Context: an optimization exercise on an open-source flow, tuned for small area, a short achievable clock period and few clock cycles per item. The choices shown serve that exercise and are no tape-out recipe.
The RTL was checked by simulation tests, not by an equivalence proof against the original design.
No activity file was given, so power comes from the tool's default toggle rates.

$ cat flow/run.sh
#!/bin/bash
# Own layout flow: the standard synthesis unchanged, then the standard layout with a
# larger setup-slack margin, so that ORFS's timing repair keeps working on paths well below the
# clock period. Each step's full output goes to a log file of its own in this folder.
set -euo pipefail
bash standard.sh synth > synth.log 2>&1
bash standard.sh SETUP_SLACK_MARGIN=9.3 finish > layout.log 2>&1
$ cat standard.sh
#!/bin/bash
# synth_recipe.tcl (not shown) runs the flow's synth.tcl, then flattens the netlist and writes it again
# the make line also repeats each setting of config.mk as NAME=value (left out here)
make -C /OpenROAD-flow-scripts/flow DESIGN_CONFIG=/design/flow/config.mk WORK_HOME=/design/flow/orfs CLKGATE_MAP_FILE= SYNTH_SCRIPT=/design/flow/synth_recipe.tcl "${@:-finish}"
$ cat config.mk
export PLATFORM = sky130hd
export DESIGN_NAME = oi1_codec
export DESIGN_NICKNAME = oi1_codec
export VERILOG_FILES = /design/flow/design.v
export SDC_FILE = /design/flow/constraint.sdc
export NUM_CORES = 4
export LEC_CHECK = 0
export CAP_MARGIN = 20
export CORE_MARGIN = 2
export CORE_UTILIZATION = 40
export SLEW_MARGIN = 20
export SYNTH_MEMORY_MAX_BITS = 16384
$ cat constraint.sdc
create_clock -name core_clock -period 13.0 [get_ports {clk}]
set_input_delay 2.6000 -clock core_clock [delete_from_list [all_inputs] [get_ports {clk}]]
set_output_delay 2.6000 -clock core_clock [all_outputs]
set_load 0.01 [all_outputs]
$ cat design.v
module oi1_crc_lut (
    input  wire [31:0] crc,
    input  wire [7:0]  data,
    output reg  [31:0] value
);
  integer i;
  always @(*) begin
    value = crc ^ {24'd0, data};
    for (i = 0; i < 8; i = i + 1)
      value = value[0] ? ((value >> 1) ^ 32'hEDB88320) : (value >> 1);
  end
endmodule
module oi1_codec (
    input  wire        clk,
    input  wire        rst,
    input  wire        cmd_valid,
    output wire        cmd_ready,
    input  wire [7:0]  cmd_op,
    input  wire [15:0] cmd_len,
    input  wire        in_valid,
    output wire        in_ready,
    input  wire [7:0]  in_data,
    output wire        out_valid,
    input  wire        out_ready,
    output wire [7:0]  out_data,
    output wire        rsp_valid,
    output wire [3:0]  rsp_status,
    output wire [1:0]  rsp_version,
    output wire        rsp_verified,
    output wire [31:0] rsp_crc,
    output wire [31:0] rsp_expected,
    output wire [7:0]  rsp_err_char,
    output wire [15:0] rsp_err_pos,
    output wire        rsp_is_valid,
    output wire [1:0]  rsp_reason,
    output wire [6:0]  rsp_quality,
    output wire [2:0]  rsp_issues
);
  localparam [7:0] OP_CRC    = 8'h02;
  localparam [7:0] OP_ENCODE = 8'h07;
  localparam [7:0] OP_DECODE = 8'h08;
  localparam [7:0] OP_VALID  = 8'h0A;
  localparam [7:0] OP_QUAL   = 8'h0B;
  localparam [3:0] ST_OK         = 4'd0;
  localparam [3:0] ST_FORMAT     = 4'd2;
  localparam [3:0] ST_VALIDATION = 4'd3;
  localparam [3:0] ST_DECODING   = 4'd4;
  localparam [3:0] ST_INTEGRITY  = 4'd5;
  localparam [3:0] ST_BADCMD     = 4'd7;
  localparam [7:0] SYM_O  = 8'h4F;   
  localparam [7:0] SYM_0  = 8'h30;   
  localparam [7:0] SYM_I  = 8'h49;   
  localparam [7:0] SYM_L  = 8'h6C;   
  localparam [2:0] RNG_80_BF = 3'd0;
  localparam [2:0] RNG_A0_BF = 3'd1;
  localparam [2:0] RNG_80_9F = 3'd2;
  localparam [2:0] RNG_90_BF = 3'd3;
  localparam [2:0] RNG_80_8F = 3'd4;
  function [7:0] sym_of;
    input [1:0] g;
    begin
      case (g)
        2'd0: sym_of = SYM_O;
        2'd1: sym_of = SYM_0;
        2'd2: sym_of = SYM_I;
        default: sym_of = SYM_L;
      endcase
    end
  endfunction
  reg         cmd_ready_q;
  reg         act;           
  reg         st;            
  reg         m_crc, m_enc, m_dec, m_val, m_qua, m_none;
  reg         lz;            
  reg         lt8;           
  reg         dfmt;          
  reg         dv2;           
  reg  [1:0]  version_q;
  reg  [15:0] in_left;       
  reg         in_ready_q;
  reg         d_en;          
  wire cmd_fire = cmd_valid && cmd_ready_q;
  wire in_fire  = in_valid && in_ready_q;
  wire op_reads = (cmd_op == OP_CRC) || (cmd_op == OP_ENCODE) || (cmd_op == OP_DECODE) ||
                  (cmd_op == OP_VALID) || (cmd_op == OP_QUAL);
  reg  [7:0]  d;             
  reg  [3:0]  dh;            
  reg         vs, vn;        
  reg         v;             
  reg         d_comp;        
  reg         d_main;        
  wire        s = vs;        
  wire [1:0]  g = {dh[2] | dh[3], dh[1] | dh[3]};
  reg  [31:0] x;             
  reg  [5:0]  acc;           
  reg         bad, mism;
  reg  [1:0]  u_need;
  reg  [2:0]  u_rng;
  reg         u_err;
  reg  [15:0] pos;           
  reg  [7:0]  h1, h2;        
  reg         vk1, vk2;      
  reg         eqa, eqb, eqc;
  reg         run4;
  reg  [2:0]  wdist;          
  reg  signed [19:0] pe;     
  reg  [20:0] hq0, hq1, hq2, hq3;
  wire [23:0] zq = x[23:0];    
  reg  [38:0] dq;
  reg  [8:0]  dp;
  reg         hf;            
  reg         out_valid_q;
  reg  [7:0]  out_data_q;
  reg  [5:0]  sq;            
  reg  [1:0]  sqn;           
  reg  [4:0]  tcnt;          
  reg         rsp_valid_q;
  reg  [3:0]  status_q;
  reg         isv_q;
  reg  [1:0]  reason_q;
  reg  [6:0]  quality_q;
  reg  [2:0]  issues_q;
  wire [7:0]  crc_in = m_dec ? {acc, g} : d;
  wire [31:0] crc_step;
  oi1_crc_lut u_crc (.crc(~x), .data(crc_in), .value(crc_step));
  wire [31:0] x_step = ~crc_step;
  wire [31:0] x_rot  = {x[29:0], x[31:30]};
  wire [7:0] ub = {acc, g};
  reg  [1:0] u_need_s;
  reg  [2:0] u_rng_s;
  reg        u_bad_s;
  always @(*) begin
    u_need_s = 2'd0;
    u_rng_s  = RNG_80_BF;
    u_bad_s  = 1'b0;
    if (u_need == 2'd0) begin
      if (ub <= 8'h7F) begin
        u_need_s = 2'd0;
      end else if (ub >= 8'hC2 && ub <= 8'hDF) begin
        u_need_s = 2'd1;
      end else if (ub == 8'hE0) begin
        u_need_s = 2'd2;
        u_rng_s  = RNG_A0_BF;
      end else if (ub == 8'hED) begin
        u_need_s = 2'd2;
        u_rng_s  = RNG_80_9F;
      end else if (ub >= 8'hE1 && ub <= 8'hEF) begin
        u_need_s = 2'd2;
      end else if (ub == 8'hF0) begin
        u_need_s = 2'd3;
        u_rng_s  = RNG_90_BF;
      end else if (ub == 8'hF4) begin
        u_need_s = 2'd3;
        u_rng_s  = RNG_80_8F;
      end else if (ub >= 8'hF1 && ub <= 8'hF3) begin
        u_need_s = 2'd3;
      end else begin
        u_bad_s  = 1'b1;
      end
    end else begin
      u_need_s = u_need - 2'd1;
      case (u_rng)
        RNG_A0_BF: u_bad_s = !(ub >= 8'hA0 && ub <= 8'hBF);
        RNG_80_9F: u_bad_s = !(ub >= 8'h80 && ub <= 8'h9F);
        RNG_90_BF: u_bad_s = !(ub >= 8'h90 && ub <= 8'hBF);
        RNG_80_8F: u_bad_s = !(ub >= 8'h80 && ub <= 8'h8F);
        default:   u_bad_s = !(ub >= 8'h80 && ub <= 8'hBF);
      endcase
    end
  end
  reg         e1q, e2q;
  wire        vk1e  = vk1 && !st;
  wire        vk2e  = vk2 && !st;
  wire        run_hit = e1q && eqa && eqb;
  wire        alt_hit = e2q && eqc && !eqb;
  wire        qv   = v && m_qua;
  wire [20:0] hsel = ({21{dh[0]}} & hq0) | ({21{dh[1]}} & hq1) |
                     ({21{dh[2]}} & hq2) | ({21{dh[3]}} & hq3);
  wire [20:0] hinc = hsel + 21'd25;
  wire [15:0] pos_inc = pos + 16'd1;
  wire [38:0] opa  = vs ? {15'd0, hsel, 3'b000} : vn ? {~{19'd0, pos}, 4'b1100} : 39'd0;
  wire [38:0] opb  = vs ? {{15{zq[23]}}, zq} : vn ? {~{20'd0, pos}, 3'b000} : 39'd0;
  wire [38:0] cs_s = dq ^ opa ^ opb;
  wire [38:0] cs_m = (dq & opa) | (dq & opb) | (opa & opb);
  wire [38:0] cs_c = {cs_m[37:0], 1'b0};
  reg  [38:0] dq_n;
  reg  [8:0]  dp_n;
  reg         rc;
  integer     bi;
  always @(*) begin
    rc = 1'b0;
    for (bi = 0; bi < 39; bi = bi + 1) begin
      if (bi != 0 && bi % 4 == 0) begin
        dp_n[bi / 4 - 1] = rc;
        rc = dp[bi / 4 - 1];
      end
      dq_n[bi] = cs_s[bi] ^ cs_c[bi] ^ rc;
      rc = (cs_s[bi] & cs_c[bi]) | (cs_s[bi] & rc) | (cs_c[bi] & rc);
    end
  end
  reg  signed [19:0] pe_add;
  always @(*) begin
    if (!alt_hit)             pe_add = -20'sd3;
    else case (wdist)
      3'd1:    pe_add = 20'sd7;
      3'd2:    pe_add = 20'sd17;
      3'd3:    pe_add = 20'sd27;
      default: pe_add = 20'sd37;
    endcase
  end
  wire out_fire = out_valid_q && out_ready;
  wire out_fire_data_load = out_fire && sqn != 2'd0;
  reg         bad_n, mism_n, u_err_n;
  reg  [1:0]  u_need_n;
  reg         ov_n, hf_n, rsp_n;
  reg         dec_emit;
  reg         enc_free;
  wire full      = v || hf;
  wire tail_pend = act && (in_left == 16'd0) && !full && !lz && (tcnt != 5'd16);
  always @(*) begin
    bad_n    = bad;
    mism_n   = mism;
    u_err_n  = u_err;
    u_need_n = u_need;
    dec_emit = 1'b0;
    if (st) begin
      bad_n = 1'b0; mism_n = 1'b0; u_err_n = 1'b0; u_need_n = 2'd0;
    end else if (v && !bad && (m_dec ? !dfmt : m_val)) begin
      if (!s)
        bad_n = 1'b1;
      else if (m_dec && d_main) begin
        if (d_comp) begin
          dec_emit = 1'b1;
          u_need_n = u_need_s;
          u_err_n  = u_err | u_bad_s;
        end
      end else if (m_dec) begin
        mism_n = mism | (g != x[31:30]);
      end
    end
    enc_free = !out_valid_q || (out_ready && sqn == 2'd0);
    ov_n = out_valid_q && !out_fire;
    hf_n = hf;
    if (m_enc) begin
      if (out_fire && sqn != 2'd0)
        ov_n = 1'b1;
      else if (enc_free && (full || (tail_pend && !st)))
        ov_n = 1'b1;
      hf_n = full && !enc_free;
    end else if (dec_emit) begin
      ov_n = 1'b1;
    end
    rsp_n = 1'b0;
    if (act) begin
      if (m_none)
        rsp_n = st;
      else if (in_left == 16'd0) begin
        if (m_qua)
          rsp_n = !st && !v && (dp == 9'd0);
        else if (m_enc)
          rsp_n = lz || (!st && !full && !ov_n && tcnt == 5'd16);
        else if (m_dec)
          rsp_n = !ov_n;
        else
          rsp_n = 1'b1;
      end
    end
  end
  wire       left_nz_n = in_fire ? (|in_left[15:1]) : (|in_left);
  wire [1:0] left_lo_n = in_left[1:0] - {1'b0, in_fire};
  wire       full_n    = in_fire || hf_n;
  wire       in_ready_n = cmd_ready_q ? (cmd_fire && op_reads && (|cmd_len))
                                      : (act && left_nz_n &&
                                         !(m_enc && full_n) &&
                                         !(m_dec && left_lo_n == 2'd1 && ov_n));
  always @(posedge clk) begin
    if (rst) begin
      cmd_ready_q <= 1'b1;
      act         <= 1'b0;
      st          <= 1'b0;
      in_ready_q  <= 1'b0;
      d_en        <= 1'b1;
      v           <= 1'b0;
      hf          <= 1'b0;
      out_valid_q <= 1'b0;
      rsp_valid_q <= 1'b0;
    end else begin
      cmd_ready_q <= rsp_n || (cmd_ready_q && !cmd_fire);
      act         <= cmd_fire || (act && !rsp_n);
      st          <= cmd_fire;
      in_ready_q  <= in_ready_n;
      d_en        <= !(m_enc && full_n);
      v           <= in_fire;
      hf          <= hf_n;
      out_valid_q <= ov_n;
      rsp_valid_q <= rsp_n;
    end
  end
  always @(posedge clk) begin
    if (!act) begin
      m_crc     <= (cmd_op == OP_CRC);
      m_enc     <= (cmd_op == OP_ENCODE);
      m_dec     <= (cmd_op == OP_DECODE);
      m_val     <= (cmd_op == OP_VALID);
      m_qua     <= (cmd_op == OP_QUAL);
      m_none    <= !op_reads;
      lz        <= (cmd_len == 16'd0);
      lt8       <= (cmd_len < 16'd8);
      dfmt      <= (cmd_len[1:0] != 2'b00);
      dv2       <= (cmd_len > 16'd16) && (cmd_len[1:0] == 2'b00);
      version_q <= (cmd_len == 16'd0) ? 2'd3 :
                   (cmd_len[1:0] != 2'b00) ? 2'd0 :
                   (cmd_len > 16'd16) ? 2'd2 : 2'd1;
      in_left   <= cmd_len;
    end else if (in_fire) begin
      in_left   <= in_left - 16'd1;
    end
  end
  wire in_sym = (in_data == SYM_O) || (in_data == SYM_0) || (in_data == SYM_I) || (in_data == SYM_L);
  always @(posedge clk) begin
    dh <= {4{in_fire}} & {in_data == SYM_L, in_data == SYM_I, in_data == SYM_0, in_data == SYM_O};
    vs <= in_fire && in_sym;
    vn <= in_fire && !in_sym;
    if (d_en) begin
      d      <= in_data;
      e1q    <= (in_data == h1) && vk1e;
      e2q    <= (in_data == h2) && vk2e;
      d_comp <= (in_left[1:0] == 2'd1);
      d_main <= !dv2 || (in_left > 16'd16);
    end
  end
  always @(posedge clk) begin
    if (m_qua) begin
      if (in_fire) begin
        h1 <= in_data;
        h2 <= h1;
      end
      if (st) begin
        vk1 <= in_fire;
        vk2 <= 1'b0;
      end else if (in_fire) begin
        vk1 <= 1'b1;
        vk2 <= vk1;
      end
    end else if (v && !bad) begin
      h1 <= d;
    end
  end
  always @(posedge clk) begin
    bad    <= bad_n;
    mism   <= mism_n;
    u_err  <= u_err_n;
    u_need <= u_need_n;
    if (st) begin
      x    <= m_qua ? 32'd63 : 32'd0;
      pos  <= 16'd0;
      eqa  <= 1'b0;
      eqb  <= 1'b0;
      eqc  <= 1'b0;
      run4 <= 1'b0;
      wdist <= 3'd4;
      pe   <= -20'sd1;
      hq0  <= 21'd0;
      hq1  <= 21'd0;
      hq2  <= 21'd0;
      hq3  <= 21'd0;
      dq   <= {39{1'b1}};
      dp   <= 9'd0;
      tcnt <= 5'd0;
      u_rng <= RNG_80_BF;
    end else begin
      if (v && (m_crc || m_enc))
        x <= x_step;
      else if (dec_emit)
        x <= x_step;
      else if (v && m_dec && !dfmt && !bad && s && !d_main)
        x <= x_rot;
      else if (v && m_qua)
        x[23:0] <= zq - (s ? 24'd74 : 24'd24);
      if (v && m_dec && !dfmt && !bad && s) begin
        if (d_main)
          acc <= {acc[3:0], g};
        else
          dq[31:0] <= {dq[29:0], g};    
      end
      if (dec_emit)
        u_rng <= u_rng_s;
      if (v && (m_qua || !bad))
        pos <= pos_inc;
      if (v && m_qua) begin
        eqa  <= e1q;
        eqb  <= eqa;
        eqc  <= e2q;
        if (run_hit)
          run4 <= 1'b1;
        wdist <= alt_hit ? 3'd1 : (wdist == 3'd4) ? 3'd4 : wdist + 3'd1;
        pe   <= pe + pe_add;
        if (dh[0]) hq0 <= hinc;
        if (dh[1]) hq1 <= hinc;
        if (dh[2]) hq2 <= hinc;
        if (dh[3]) hq3 <= hinc;
      end
      if (m_qua) begin
        dq <= dq_n;
        dp <= dp_n;
      end
      if (m_enc && enc_free && tail_pend)
        tcnt <= tcnt + 5'd1;
    end
  end
  always @(posedge clk) begin
    if (m_enc) begin
      if (out_fire_data_load) begin
        out_data_q <= sym_of(sq[5:4]);
        sq         <= {sq[3:0], 2'b00};
        sqn        <= sqn - 2'd1;
      end else if (enc_free && full) begin
        out_data_q <= sym_of(d[7:6]);
        sq         <= d[5:0];
        sqn        <= 2'd3;
      end else if (enc_free && tail_pend && !st) begin
        out_data_q <= sym_of(x[5'd31 - {tcnt[3:0], 1'b0} -: 2]);
        sqn        <= 2'd0;
      end
    end else if (dec_emit) begin
      out_data_q <= {acc, g};
      sqn        <= 2'd0;
    end
  end
  always @(posedge clk) begin
    status_q  <= m_none ? ST_BADCMD :
                 !m_dec ? ST_OK :
                 dfmt ? ST_FORMAT :
                 bad_n ? ST_VALIDATION :
                 (u_err_n || u_need_n != 2'd0) ? ST_DECODING :
                 (dv2 && mism_n) ? ST_INTEGRITY : ST_OK;
    isv_q     <= !lz && !bad_n;
    reason_q  <= lz ? 2'd1 : bad_n ? 2'd2 : 2'd0;
    issues_q  <= {run4 || !pe[19], lt8, !dq[38]};
    quality_q <= 7'd100 - (!dq[38] ? 7'd20 : 7'd0) - (lt8 ? 7'd10 : 7'd0)
                        - ((run4 || !pe[19]) ? 7'd15 : 7'd0);
  end
  assign cmd_ready    = cmd_ready_q;
  assign in_ready     = in_ready_q;
  assign out_valid    = out_valid_q;
  assign out_data     = out_data_q;
  assign rsp_valid    = rsp_valid_q;
  assign rsp_status   = status_q;
  assign rsp_version  = version_q;
  assign rsp_verified = dv2;
  assign rsp_crc      = x;
  assign rsp_expected = dq[31:0];
  assign rsp_err_char = h1;
  assign rsp_err_pos  = pos;
  assign rsp_is_valid = isv_q;
  assign rsp_reason   = reason_q;
  assign rsp_quality  = quality_q;
  assign rsp_issues   = issues_q;
endmodule
==> results.sh, run 1 <==
export IMPL_status="complete, no violations"
export IMPL_die_w_um=226
export IMPL_rr_worst_depth=14
export IMPL_antenna_diode_count=0
export IMPL_hold_viol_final=0
export IMPL_nets=2549
export IMPL_hold_path_depth=2
export IMPL_synth_edf_count=112
export IMPL_drv_cap=0
export IMPL_cts_tree="built"
export IMPL_setup_violations=0
export IMPL_grt_util_all_layers=0.236
export IMPL_cp_num_buf_inv=1
export IMPL_fmax_ghz=0.261
export IMPL_max_slew_margin=0.247
export IMPL_syn_inst=2214
export IMPL_num_rows=81
export IMPL_cts_root_buf="clkbuf_16"
export IMPL_area_growth_pct=20.0
export IMPL_ys_ff_latch=330
export IMPL_critical_path_class="flip-flop to primary output"
export IMPL_drcViolationCount=0
export IMPL_synth_cell_types=85
export IMPL_drive_above_1_share=0.188
export IMPL_initial_core_util=0.405
export IMPL_finalSetupTns_ns=0
export IMPL_synth_seq_area_share=0.390
export IMPL_fin_crit_sh=0.295
export IMPL_grt_max_degree=100
export IMPL_vdd_ir_drop_max_uv=111
export IMPL_antenna_found_initial=0
export IMPL_synth_async_reset_ratio=0
export IMPL_post_route_min_period_ns=3.83
export IMPL_tightest_slew_ns=1.13
export IMPL_hold_path_class="flip-flop to flip-flop"
export IMPL_cts_buffers_inserted=39
export IMPL_grt_pass1_wl_um=93100
export IMPL_power_w=0.00302
export IMPL_max_stage_delay_ns=0.48
export IMPL_cp_top_family="flip-flops"
export IMPL_dpl_hpwl_um=40200
export IMPL_rsz0062_at_grt="yes"
export IMPL_yosys_area_top_type_share=0.221
export IMPL_fp_dieArea_um2=51300
export IMPL_fillers=4662
export IMPL_powerDensity_nw_per_um2=127
export IMPL_synth_commonest_cells="nand2_1 (374), dfxtp_1 (218), nor2_1 (191)"
export IMPL_power_leakage_nw=9.50
export IMPL_cts_hold_fix_buffers=0
export IMPL_ys_flop_type="dfxtp_1"
export IMPL_syn_area_um2=19800
export IMPL_drtIter0Drc=1388
export IMPL_cp_max_fo=2
export IMPL_holdWs_ns=0.454
export IMPL_die_h_um=226
export IMPL_wl_per_cell_um=19.9
export IMPL_numPortBuffers=155
export IMPL_yosys_warnings=2
export IMPL_grt_pass1_vias=16100
export IMPL_critPathLaunchType="flip-flop"
export IMPL_core_area_um2=48800
export IMPL_wirelength_um=61000
export IMPL_skew_ns=0.0236
export IMPL_clk_latency_ns=0.58
export IMPL_drt_pass1_iter_count=5
export IMPL_synth_area_top_cells="dfxtp_1 (22%), edfxtp_1 (17%), fa_1 (7.5%)"
export IMPL_gp_congestion=0.866
export IMPL_cts_sinks=330
export IMPL_clk_path_buf_depth=3
export IMPL_vias_per_cell=5.43
export IMPL_slew_violations=0
export IMPL_avgSynthCellArea_um2=8.94
export IMPL_path_depth=1
export IMPL_yosysTopAreaCell="dfxtp_1"
export IMPL_synth_nets=2388
export IMPL_ios=157
export IMPL_cts_max_level=2
export IMPL_path_cells="buf_2"
export IMPL_overflow=0
export IMPL_required_ns=10.40
export IMPL_critPathArrivalTime_ns=1.23
export IMPL_ant_nets=0
export IMPL_post_synth_top_count_cell="nand2_1"
export IMPL_cp_slowest_cell="edfxtp_1"
export IMPL_num_vias=16700
export IMPL_worstSetupEndpointType="primary output"
export IMPL_cts_clk_slew_worst_paths_ns=0.06
## flip-flops by register name, summed over array words and instances, names as in the netlist, 9 cells and up
name     cells
dq          39
x           32
hq0         21
hq1         21
hq2         21
hq3         21
pe          20
in_left     16
pos         16
dp           9
## area by class of cell
class / instances / area [µm²] / share of cell area
tap: 664 / 831 / 0.0350
clock inverter: 15 / 223 / 0.00938
inverter: 127 / 489 / 0.0206
sequential: 330 / 7900 / 0.333
multi-input combinational: 1600 / 11100 / 0.466
clock buffer: 55 / 1120 / 0.0471
timing repair buffer: 277 / 2110 / 0.0891
## final timing paths
path	startpoint	endpoint	slack, ns
max	x[10]	rsp_crc[10]	9.17
min	hq0[6]	hq0[6]	0.45
max reg2reg	dh[2]	dq[11]	9.43
min reg2reg	hq0[6]	hq0[6]	0.45
## layout by cell type (no fill, tap or decap), drive strengths merged, types with 8 or more instances in the layout
| cell | count |
|---|---|
| nand2 | 376 |
| buf | 238 |
| dfxtp | 218 |
| nor2 | 193 |
| a21oi | 174 |
| inv | 126 |
| o21ai | 117 |
| edfxtp | 112 |
| xnor2 | 92 |
| fa | 74 |
| xor2 | 67 |
| ha | 63 |
| clkbuf | 57 |
| nand3 | 49 |
| a22oi | 42 |
| nor3 | 40 |
| o211ai | 38 |
| a211oi | 29 |
| nor4 | 24 |
| clkdlybuf4s50 | 22 |
| mux2i | 19 |
| a21o | 17 |
| nand4 | 15 |
| and3 | 15 |
| dlymetal6s2s | 13 |
| mux2 | 12 |
| mux4 | 10 |
| a31oi | 9 |
| nor2b | 9 |
| or3 | 8 |
| o32ai | 8 |
## cell families after synthesis
family	Yosys count	share of synthesized area
XOR/XNOR	160	0.0821
multiplexers	41	0.0284
flip-flops	330	0.390
adder cells (fa/ha/maj)	138	0.115
other	1	0.000189
AND/OR/NAND/NOR	772	0.171
AO/OA/AOI/OAI	486	0.150
buffers and inverters	286	0.0625
## what timing repair did
item / CTS / global route
cloned: 1 / 3
buffers inserted: 75 / 23
pin swaps: 3 / 5
endpoints found under the setup margin: 210 / 113
resized for setup: 614 / 52
## per-layer routing
metal | part of all wire | vias up | GRT usage | routed length (µm)
li1 | - | 7903 | - | -
met5 | 0 | - | 0 | 0
met4 | 0.029 | 0 | 0.0815 | 1750
met3 | 0.073 | 105 | 0.0403 | 4440
met1 | 0.43 | 8065 | 0.318 | 26500
met2 | 0.46 | 593 | 0.383 | 28300
## through the flow
stage,area [µm²],std cells,utilization,setup slack [ns]
after global routing,23700,3068,0.486,9.13
after detailed placement,21600,2896,0.443,8.28
after global placement,21600,2896,0.443,8.33
after floorplan,19800,2214,-,9.30
after CTS,23300,3042,0.477,9.14
final,23700,3068,0.486,9.17
## power breakdown
group | leakage, nW | internal, W | switching (W)
clock | 0.651 | 0.000701 | 0.000456
combinational | 6.00 | 0.000273 | 0.000357
sequential | 2.86 | 0.00116 | 0.0000740
Testbench counts, summed over its fixed seeds: cycles 20,327, items 13,868.
==> run 2, diff against run 1 <==
--- a/flow/run.sh
+++ b/flow/run.sh
@@ -4,4 +4,4 @@
 # clock period. Each step's full output goes to a log file of its own in this folder.
 set -euo pipefail
 bash standard.sh synth > synth.log 2>&1
-bash standard.sh SETUP_SLACK_MARGIN=9.3 finish > layout.log 2>&1
+bash standard.sh SETUP_SLACK_MARGIN=9.3 TNS_END_PERCENT=10 SLEW_MARGIN=10 CAP_MARGIN=10 CTS_CLUSTER_SIZE=30 CTS_CLUSTER_DIAMETER=60 finish > layout.log 2>&1
==> results.sh, run 2 <==
export IMPL_critPathArrivalTime_ns=1.25
export IMPL_num_vias=16600
export IMPL_top_regs="dq: 39 flops, x: 32 flops"
export IMPL_finalSetupTns_ns=0
export IMPL_cts_sinks=330
export IMPL_ys_flop_type="dfxtp_1"
export IMPL_required_ns=10.40
export IMPL_hold_viol_final=0
export IMPL_gp_congestion=0.889
export IMPL_die_h_um=226
export IMPL_wirelength_um=60600
export IMPL_hold_path_class="flip-flop to flip-flop"
export IMPL_yosys_area_top_type_share=0.221
export IMPL_post_route_min_period_ns=3.85
export IMPL_drv_cap=0
export IMPL_drive_above_1_share=0.137
export IMPL_largest_reg_flops=39
export IMPL_numPortBuffers=155
export IMPL_power_switching_fraction=0.309
export IMPL_syn_area_um2=19800
export IMPL_yosys_warnings=2
export IMPL_vias_per_cell=5.50
export IMPL_clk_path_buf_depth=3
export IMPL_grt_pass1_vias=16200
export IMPL_synth_commonest_cells="nand2_1 (374), dfxtp_1 (218), nor2_1 (191)"
export IMPL_grt_max_degree=82
export IMPL_cp_max_fo=2
export IMPL_dpl_hpwl_um=40000
export IMPL_post_synth_top_count_cell="nand2_1"
export IMPL_tightest_slew_ns=1.07
export IMPL_pwr_share_comb=0.206
export IMPL_max_slew_margin=0.285
export IMPL_cp_slowest_cell="edfxtp_1"
export IMPL_critPathLaunchType="flip-flop"
export IMPL_slew_violations=0
export IMPL_status="complete, no violations"
export IMPL_fin_crit_sh=0.296
export IMPL_synth_async_reset_ratio=0
export IMPL_cts_tree="built"
export IMPL_power_leakage_nw=9.26
export IMPL_pwr_share_seq=0.431
export IMPL_fmax_ghz=0.260
export IMPL_cts_clk_slew_worst_paths_ns=0.08
export IMPL_antenna_found_initial=0
export IMPL_rsz0062_at_grt="yes"
export IMPL_synth_cell_types=85
export IMPL_syn_inst=2214
export IMPL_ant_nets=0
export IMPL_layout_common_cells="nand2_1 (366), nor2_1 (188), dfxtp_1 (174)"
export IMPL_area_growth_pct=18.4
export IMPL_worstSetupEndpointType="primary output"
export IMPL_max_flop_register="dq"
export IMPL_cts_root_buf="clkbuf_16"
export IMPL_clk_latency_ns=0.56
export IMPL_synth_nets=2388
export IMPL_synth_area_top_cells="dfxtp_1 (22%), edfxtp_1 (17%), fa_1 (7.5%)"
export IMPL_intPower_w=0.00198
export IMPL_die_w_um=226
export IMPL_cp_num_buf_inv=1
export IMPL_core_area_um2=48800
export IMPL_synth_edf_count=112
export IMPL_fp_dieArea_um2=51300
export IMPL_drcViolationCount=0
export IMPL_final_common_cell="nand2_1"
export IMPL_grt_util_all_layers=0.232
export IMPL_antenna_diode_count=0
export IMPL_powerDensity_nw_per_um2=122
export IMPL_drtIter0Drc=1169
export IMPL_drt_pass1_iter_count=5
export IMPL_setup_violations=0
export IMPL_avgSynthCellArea_um2=8.94
export IMPL_p_clk_frac=0.363
export IMPL_skew_ns=0.0190
export IMPL_overflow=0
export IMPL_vdd_ir_drop_max_uv=75.2
export IMPL_wl_per_cell_um=20.1
export IMPL_final_util=0.480
export IMPL_max_stage_delay_ns=0.50
export IMPL_p_switching_w=0.000888
export IMPL_cts_buffers_inserted=34
export IMPL_nets=2504
export IMPL_grt_pass1_wl_um=92000
export IMPL_critical_path_class="flip-flop to primary output"
export IMPL_cp_top_family="flip-flops"
export IMPL_ys_ff_latch=330
export IMPL_num_rows=81
export IMPL_ios=157
export IMPL_yosysTopAreaCell="dfxtp_1"
export IMPL_cts_max_level=2
export IMPL_synth_seq_area_share=0.390
export IMPL_initial_core_util=0.405
export IMPL_path_cells="buf_2"
export IMPL_fillers=4683
==> run 2: what timing repair did <==
action	CTS	global route
pin swaps	1	7
endpoints found under the setup margin	208	207
setup buffers	53	10
hold endpoints to repair	0	0
gates resized for setup	301	103
hold buffers	0	0
gates cloned	0	3
==> run 2: logic make-up after synthesis <==
logic type	after synthesis	share of synthesized area
multiplexers	41	0.0284
flip-flops	330	0.390
buffers and inverters	286	0.0625
adder cells (fa/ha/maj)	138	0.115
AND/OR/NAND/NOR	772	0.171
AO/OA/AOI/OAI	486	0.150
other	1	0.000189
XOR/XNOR	160	0.0821
==> run 2: layout make-up <==
| type | count | area (µm²) | area share |
|---|---|---|---|
| multi-input cells | 1598 | 11000 | 0.469 |
| clock buffers | 46 | 1020 | 0.0435 |
| repair buffers | 239 | 2100 | 0.0895 |
| inverters | 127 | 493 | 0.0210 |
| well taps | 664 | 831 | 0.0354 |
| clock inverters | 16 | 163 | 0.00694 |
| flip-flops and latches | 330 | 7840 | 0.334 |
==> run 2: metal layers <==
layer,share of wire,wire length (µm),track usage,vias to the layer above
li1,-,-,-,7819
met1,0.43,26000,0.304,8062
met2,0.47,28600,0.388,629
met3,0.073,4440,0.0413,99
met4,0.026,1580,0.0770,0
met5,0,0,0,-
==> run 2: path summary, 6_finish.rpt <==
check               endpoint  slack [ns]  startpoint  cells after the start
setup reg to reg       dq[7]        9.45       dh[1]                     13
hold reg to reg      hq1[18]        0.45     hq1[18]                      2
setup / recovery  rsp_crc[9]        9.15        x[9]                      1
hold / removal       hq1[18]        0.45     hq1[18]                      2
==> run 2: metrics by stage <==
step,setup slack (ns),area [µm²],hold WS (ns),power (W),cells
2_1_floorplan,9.21,19800,0.407,0.00167,2214
3_3_place_gp,8.36,21600,0.441,0.00185,2892
3_5_place_dp,8.30,21600,0.446,0.00186,2892
4_1_cts,9.13,23100,0.455,0.00289,3007
5_1_grt,9.15,23400,0.473,0.00302,3020
6_report,9.15,23400,0.455,0.00287,3020
==> run 2: power by group through the flow <==
stage,logic [W],registers (W),clock network (W)
finish,0.000591,0.00124,0.00104
global route,0.000671,0.00125,0.00110
CTS,0.000593,0.00124,0.00106
detailed placement,0.000595,0.00127,0
global placement,0.000583,0.00127,0
floorplan,0.000445,0.00122,0
==> run 3, diff against run 2 <==
==> flow/run.sh (replaced) <==
#!/bin/bash
# Own layout flow: the standard synthesis unchanged, then the standard layout with a
# larger setup-slack margin, so that ORFS's timing repair keeps working on paths well below the
# clock period. Each step's full output goes to a log file of its own in this folder.
set -euo pipefail
bash standard.sh synth > synth.log 2>&1
bash standard.sh SETUP_SLACK_MARGIN=9.3 TNS_END_PERCENT=10 SLEW_MARGIN=10 CAP_MARGIN=10 finish > layout.log 2>&1
==> results.sh, run 3 <==
export IMPL_grt_util_all_layers=0.232
export IMPL_vdd_ir_drop_max_uv=83.7
export IMPL_worstHoldStart="hq1[18]"
export IMPL_avgSynthCellArea_um2=8.94
export IMPL_max_flop_register="dq"
export IMPL_cts_hold_fix_buffers=0
export IMPL_max_stage_delay_ns=0.40
export IMPL_grt_pass1_vias=16300
export IMPL_num_rows=81
export IMPL_grt_max_degree=82
export IMPL_area_growth_pct=19.0
export IMPL_die_h_um=226
export IMPL_yosysTopAreaCell="dfxtp_1"
export IMPL_finalSetupTns_ns=0
export IMPL_cts_sinks=330
export IMPL_ios=157
export IMPL_fin_crit_sh=0.295
export IMPL_initial_core_util=0.405
export IMPL_busiest_layer="met2"
export IMPL_synth_area_top_cells="dfxtp_1 (22%), edfxtp_1 (17%), fa_1 (7.5%)"
export IMPL_use_met3=0.0442
export IMPL_grt_pass1_wl_um=92200
export IMPL_holdWs_ns=0.453
export IMPL_critical_path_class="flip-flop to primary output"
export IMPL_synth_edf_count=112
export IMPL_grtUsageMet1=0.305
export IMPL_cts_tree="built"
export IMPL_gp_congestion=0.889
export IMPL_wl_per_cell_um=20.0
export IMPL_cp_num_buf_inv=1
export IMPL_path_cells="clkdlybuf4s15_1"
export IMPL_cp_slowest_cell="edfxtp_1"
export IMPL_drtIter0Drc=1169
export IMPL_r2r_start="vs"
export IMPL_clk_latency_ns=0.57
export IMPL_fmax_ghz=0.261
export IMPL_wirelength_um=60700
export IMPL_synth_nets=2388
export IMPL_nets=2512
export IMPL_fp_dieArea_um2=51300
export IMPL_cts_buffers_inserted=40
export IMPL_critPathArrivalTime_ns=1.23
export IMPL_numPortBuffers=155
export IMPL_yosys_warnings=2
export IMPL_die_w_um=226
export IMPL_powerDensity_nw_per_um2=127
export IMPL_grtUsageMet2=0.390
export IMPL_synth_cell_types=85
export IMPL_drv_cap=0
export IMPL_antenna_diode_count=0
export IMPL_post_route_min_period_ns=3.83
export IMPL_tightest_slew_ns=1.07
export IMPL_synth_seq_area_share=0.390
export IMPL_num_vias=16600
export IMPL_slew_violations=0
export IMPL_ys_flop_type="dfxtp_1"
export IMPL_cp_max_fo=1
export IMPL_max_slew_margin=0.286
export IMPL_dpl_hpwl_um=40000
export IMPL_hold_path_class="flip-flop to flip-flop"
export IMPL_yosys_area_top_type_share=0.221
export IMPL_power_leakage_nw=9.30
export IMPL_hold_viol_final=0
export IMPL_required_ns=10.40
export IMPL_syn_inst=2214
export IMPL_post_synth_top_count_cell="nand2_1"
export IMPL_place_area_um2=21600
export IMPL_critPathLaunchType="flip-flop"
export IMPL_clk_path_buf_depth=3
export IMPL_drive_above_1_share=0.138
export IMPL_antenna_found_initial=1
export IMPL_final_common_cell="nand2_1"
export IMPL_rsz0062_at_grt="yes"
export IMPL_cts_clk_slew_worst_paths_ns=0.06
export IMPL_cts_root_buf="clkbuf_16"
export IMPL_top_regs="dq: 39 flops, x: 32 flops"
export IMPL_cp_top_family="flip-flops"
export IMPL_skew_ns=0.0238
export IMPL_core_area_um2=48800
export IMPL_ys_ff_latch=330
export IMPL_ant_nets=0
export IMPL_syn_area_um2=19800
export IMPL_cts_max_level=2
export IMPL_synth_commonest_cells="nand2_1 (374), dfxtp_1 (218), nor2_1 (191)"
export IMPL_fin_area_um2=23600
export IMPL_drcViolationCount=0
export IMPL_crit_start="out_data_q[4]"
export IMPL_setup_violations=0
export IMPL_overflow=0
export IMPL_largest_reg_flops=39
export IMPL_synth_async_reset_ratio=0
export IMPL_vias_per_cell=5.47
export IMPL_worstSetupEndpointType="primary output"
export IMPL_layout_common_cells="nand2_1 (367), nor2_1 (188), dfxtp_1 (174)"
export IMPL_drt_pass1_iter_count=5
export IMPL_status="complete, no violations"
[run 3: changes by cell type in the layout (fill, tap and decap cells not counted), sizes merged, moves of 5 or more]
cell / delta
clkbuf: +15
dlygate4sd2: -11
inv: -6
clkdlybuf4s50: +5
dlymetal6s2s: -5
[run 3: final cells by class]
class	instances	area, µm²
repair buffers	241	2060
clock buffers	53	1150
multi-input cells	1598	11000
well taps	664	831
clock inverters	13	173
inverters	127	493
fillers	4659	25300
flip-flops and latches	330	7830
[run 3: layer usage]
layer / up-vias / part of all wire
li1: 7840 / -
met1: 7988 / 0.43
met2: 611 / 0.46
met3: 118 / 0.072
met4: 2 / 0.032
met5: - / 0.00028
[run 3: worst paths after layout]
kind	depth (start not counted)	end	slack [ns]
min	2	hq1[18]	0.45
max	1	out_data[4]	9.17
max reg2reg	14	dq[15]	9.42
min reg2reg	2	hq1[18]	0.45
[run 3: power by group]
part / switching [W] / internal, W / leakage (nW)
clock: 0.000453 / 0.000700 / 0.646
combinational: 0.000329 / 0.000259 / 5.80
sequential: 0.0000856 / 0.00115 / 2.85
total: 0.000868 / 0.00211 / 9.30
[run 3: per-stage QoR]
step,total power [W],util,cells,worst slack (ns)
after global placement,0.00185,0.442,2892,8.36
after floorplan,0.00167,-,2214,9.21
after detailed placement,0.00186,0.442,2892,8.30
after CTS,0.00300,0.476,3011,9.14
final,0.00298,0.482,3026,9.17
after global routing,0.00313,0.482,3026,9.14
[run 3: tightest hold or removal path: cells and delay by family, from the launching register on]
family             cells  cell delay (ns)
DFF                    1             0.30
and+or+nand+nor        1             0.05
AOI/OAI and AO/OA      1             0.05
[run 3: cell families (layout without fill, tap and decap cells)]
group | after synthesis | in the layout | synth area share
AOI/OAI and AO/OA | 486 | 486 | 0.150
xor gates and xnor gates | 160 | 160 | 0.0821
adders and majority gates | 138 | 138 | 0.115
buffers and inverters | 286 | 434 | 0.0625
DFF | 330 | 330 | 0.390
muxes | 41 | 41 | 0.0284
other | 1 | 1 | 0.000189
and+or+nand+nor | 772 | 772 | 0.171
[run 3: repair_timing]
action,CTS,global route
setup buffers,53,11
pin swaps,1,7
gates cloned,0,4
gates resized for setup,322,96
endpoints found under the setup margin,207,208
==> run 4, diff against run 3 <==
--- a/flow/run.sh
+++ b/flow/run.sh
@@ -4,4 +4,4 @@
 # clock period. Each step's full output goes to a log file of its own in this folder.
 set -euo pipefail
 bash standard.sh synth > synth.log 2>&1
-bash standard.sh SETUP_SLACK_MARGIN=9.3 TNS_END_PERCENT=10 SLEW_MARGIN=10 CAP_MARGIN=10 finish > layout.log 2>&1
+bash standard.sh SETUP_SLACK_MARGIN=9.3 TNS_END_PERCENT=10 SLEW_MARGIN=10 CAP_MARGIN=10 CTS_CLUSTER_SIZE=25 CTS_CLUSTER_DIAMETER=60 finish > layout.log 2>&1
==> results.sh, run 4 <==
export IMPL_powerDensity_nw_per_um2=123
export IMPL_area_growth_pct=18.6
export IMPL_drcViolationCount=0
export IMPL_skew_ns=0.0202
export IMPL_ant_nets=0
export IMPL_intPower_w=0.00200
export IMPL_power_leakage_nw=9.24
export IMPL_max_stage_delay_ns=0.42
export IMPL_drive_above_1_share=0.134
export IMPL_dpl_hpwl_um=40000
export IMPL_cts_root_buf="clkbuf_16"
export IMPL_hold_viol_final=0
export IMPL_cts_max_level=2
export IMPL_clk_latency_ns=0.55
export IMPL_max_slew_margin=0.283
export IMPL_p_switching_w=0.000884
export IMPL_rsz0062_at_grt="yes"
export IMPL_grt_max_degree=82
export IMPL_syn_area_um2=19800
export IMPL_layout_common_cells="nand2_1 (368), nor2_1 (188), dfxtp_1 (174)"
export IMPL_pwr_share_seq=0.429
export IMPL_pwr_share_comb=0.205
export IMPL_die_w_um=226
export IMPL_drt_pass1_iter_count=5
export IMPL_cp_num_buf_inv=1
export IMPL_wl_per_cell_um=20.0
export IMPL_max_flop_register="dq"
export IMPL_cts_clk_slew_worst_paths_ns=0.06
export IMPL_post_route_min_period_ns=3.83
export IMPL_synth_commonest_cells="nand2_1 (374), dfxtp_1 (218), nor2_1 (191)"
export IMPL_slew_violations=0
export IMPL_cts_tree="built"
export IMPL_vdd_ir_drop_max_uv=86.9
export IMPL_worstSetupEndpointType="primary output"
export IMPL_synth_seq_area_share=0.390
export IMPL_overflow=0
export IMPL_required_ns=10.40
export IMPL_drv_cap=0
export IMPL_nets=2505
export IMPL_die_h_um=226
export IMPL_largest_reg_flops=39
export IMPL_top_regs="dq: 39 flops, x: 32 flops"
export IMPL_cp_slowest_cell="edfxtp_1"
export IMPL_grt_pass1_wl_um=91900
export IMPL_fmax_ghz=0.261
export IMPL_critical_path_class="flip-flop to primary output"
export IMPL_finalWorstSetupSlack_ns=9.17
export IMPL_cts_buffers_inserted=34
export IMPL_avgSynthCellArea_um2=8.94
export IMPL_yosysTopAreaCell="dfxtp_1"
export IMPL_cp_max_fo=2
export IMPL_vias_per_cell=5.47
export IMPL_post_place_ws_ns=8.30
export IMPL_post_synth_top_count_cell="nand2_1"
export IMPL_synth_async_reset_ratio=0
export IMPL_grt_util_all_layers=0.232
export IMPL_yosys_warnings=2
export IMPL_antenna_found_initial=0
export IMPL_wirelength_um=60400
export IMPL_fin_crit_sh=0.294
export IMPL_synth_edf_count=112
export IMPL_final_common_cell="nand2_1"
export IMPL_gp_congestion=0.889
export IMPL_grt_pass1_vias=16200
export IMPL_antenna_diode_count=0
export IMPL_p_clk_frac=0.367
export IMPL_setup_violations=0
export IMPL_fillers=4676
export IMPL_ios=157
export IMPL_status="complete, no violations"
export IMPL_path_cells="clkdlybuf4s15_1"
export IMPL_cp_top_family="flip-flops"
export IMPL_drtIter0Drc=1101
export IMPL_finalSetupTns_ns=0
export IMPL_critPathLaunchType="flip-flop"
export IMPL_num_vias=16500
export IMPL_initial_core_util=0.405
export IMPL_synth_area_top_cells="dfxtp_1 (22%), edfxtp_1 (17%), fa_1 (7.5%)"
export IMPL_clk_path_buf_depth=3
export IMPL_synth_nets=2388
export IMPL_numPortBuffers=155
export IMPL_tightest_slew_ns=1.08
export IMPL_ys_ff_latch=330
export IMPL_core_area_um2=48800
export IMPL_critPathArrivalTime_ns=1.23
export IMPL_fp_dieArea_um2=51300
export IMPL_power_switching_fraction=0.306
export IMPL_yosys_area_top_type_share=0.221
export IMPL_num_rows=81
export IMPL_syn_inst=2214
export IMPL_cts_sinks=330
export IMPL_hold_path_class="flip-flop to flip-flop"
export IMPL_ys_flop_type="dfxtp_1"
export IMPL_synth_cell_types=85
run 4: changes by cell type in the layout (fill, tap and decap cells not counted), sizes merged, moves of 3 or more:
cell / previous run / this run
dlygate4sd2: 29 / 43
inv: 124 / 129
clkbuf: 73 / 55
bufinv: 4 / 1
buf: 117 / 112
clkinvlp: 3 / 6
run 4: worst paths after layout:
check / from / end / slack, ns / cells after the start
max: x[28] / rsp_crc[28] / 9.17 / 1
min: hq2[15] / hq2[15] / 0.46 / 2
min reg2reg: hq2[15] / hq2[15] / 0.46 / 2
max reg2reg: dh[1] / dq[7] / 9.40 / 13
run 4: metrics by stage:
step	power, W	cell area (µm²)	hold slack, ns	utilization	instances
after floorplan	0.00167	19800	0.407	-	2214
after global placement	0.00185	21600	0.441	0.442	2892
after detailed placement	0.00186	21600	0.446	0.442	2892
after CTS	0.00291	23100	0.455	0.474	3006
after global routing	0.00304	23500	0.473	0.480	3021
final	0.00288	23500	0.455	0.480	3021
run 4: cells by family after synthesis:
kind of cell	share of synthesized area
xor gates and xnor gates	0.0821
adders and majority gates	0.115
DFF	0.390
buffers and inverters	0.0625
AOI/OAI and AO/OA	0.150
other	0.000189
muxes	0.0284
and+or+nand+nor	0.171
run 4: layout make-up:
class | count | area, µm² | share of cell area
flip-flops and latches | 330 | 7840 | 0.334
well taps | 664 | 831 | 0.0354
inverters | 127 | 493 | 0.0210
clock buffers | 45 | 1020 | 0.0433
clock inverters | 17 | 193 | 0.00821
multi-input cells | 1598 | 11000 | 0.468
repair buffers | 240 | 2110 | 0.0898
run 4: metal layers:
metal / wire, µm / share of wire / GRT usage
met5: 0 / 0 / 0
met4: 1800 / 0.030 / 0.0796
met1: 26300 / 0.44 / 0.303
met3: 4130 / 0.068 / 0.0430
met2: 28100 / 0.47 / 0.385
run 4: repair_timing:
action	in CTS	in global routing
endpoints found under the setup margin	208	207
gates resized for setup	299	88
gates cloned	0	3
pin swaps	1	7
setup buffers	52	12
hold buffers	0	0
run 4: power by group through the flow:
stage | logic (W) | clock network [W] | registers, W
after detailed placement | 0.000595 | 0 | 0.00127
after global routing | 0.000671 | 0.00112 | 0.00125
after floorplan | 0.000445 | 0 | 0.00122
after global placement | 0.000583 | 0 | 0.00127
final | 0.000590 | 0.00106 | 0.00124
after CTS | 0.000591 | 0.00108 | 0.00124

==> separate check: timing with driven ports <==
Ports are ideal in the flow. The routed layouts listed here were re-timed in OpenROAD.
Step 1 sets driving cells, clkbuf_16 on the clock port and buf_2 on the other inputs (assumed; they add their load-dependent delay and slew).
Step 2 moves the port delays by t, midway between the first and last clock arrival at a register: inputs arrive t later, outputs are due t later. That takes back most of the time a late clock gives input paths.
Three values: no drivers, after step 1, after step 2; two values: the first two.
run	t (ns)	setup slack, ns	worst hold slack (ns)	worst setup path after step 2	cell pins on the clock port's net
run 1	0.618	9.165 / 9.110 / 8.738	0.454 / 0.454 / 0.454	input to register	1
run 2	0.609	9.147 / 9.092 / 8.669	0.455 / 0.455 / 0.455	input to register	1
run 3	0.614	9.169 / 9.115 / 8.655	0.453 / 0.453 / 0.453	input to register	1
run 4	0.599	9.174 / 9.119 / 8.654	0.455 / 0.455 / 0.455	input to register	1
After both steps every run listed still meets setup and hold. For run 4, which loses most, drivers alone change the setup slack by -0.055 ns; drivers and shift together by -0.520 ns.
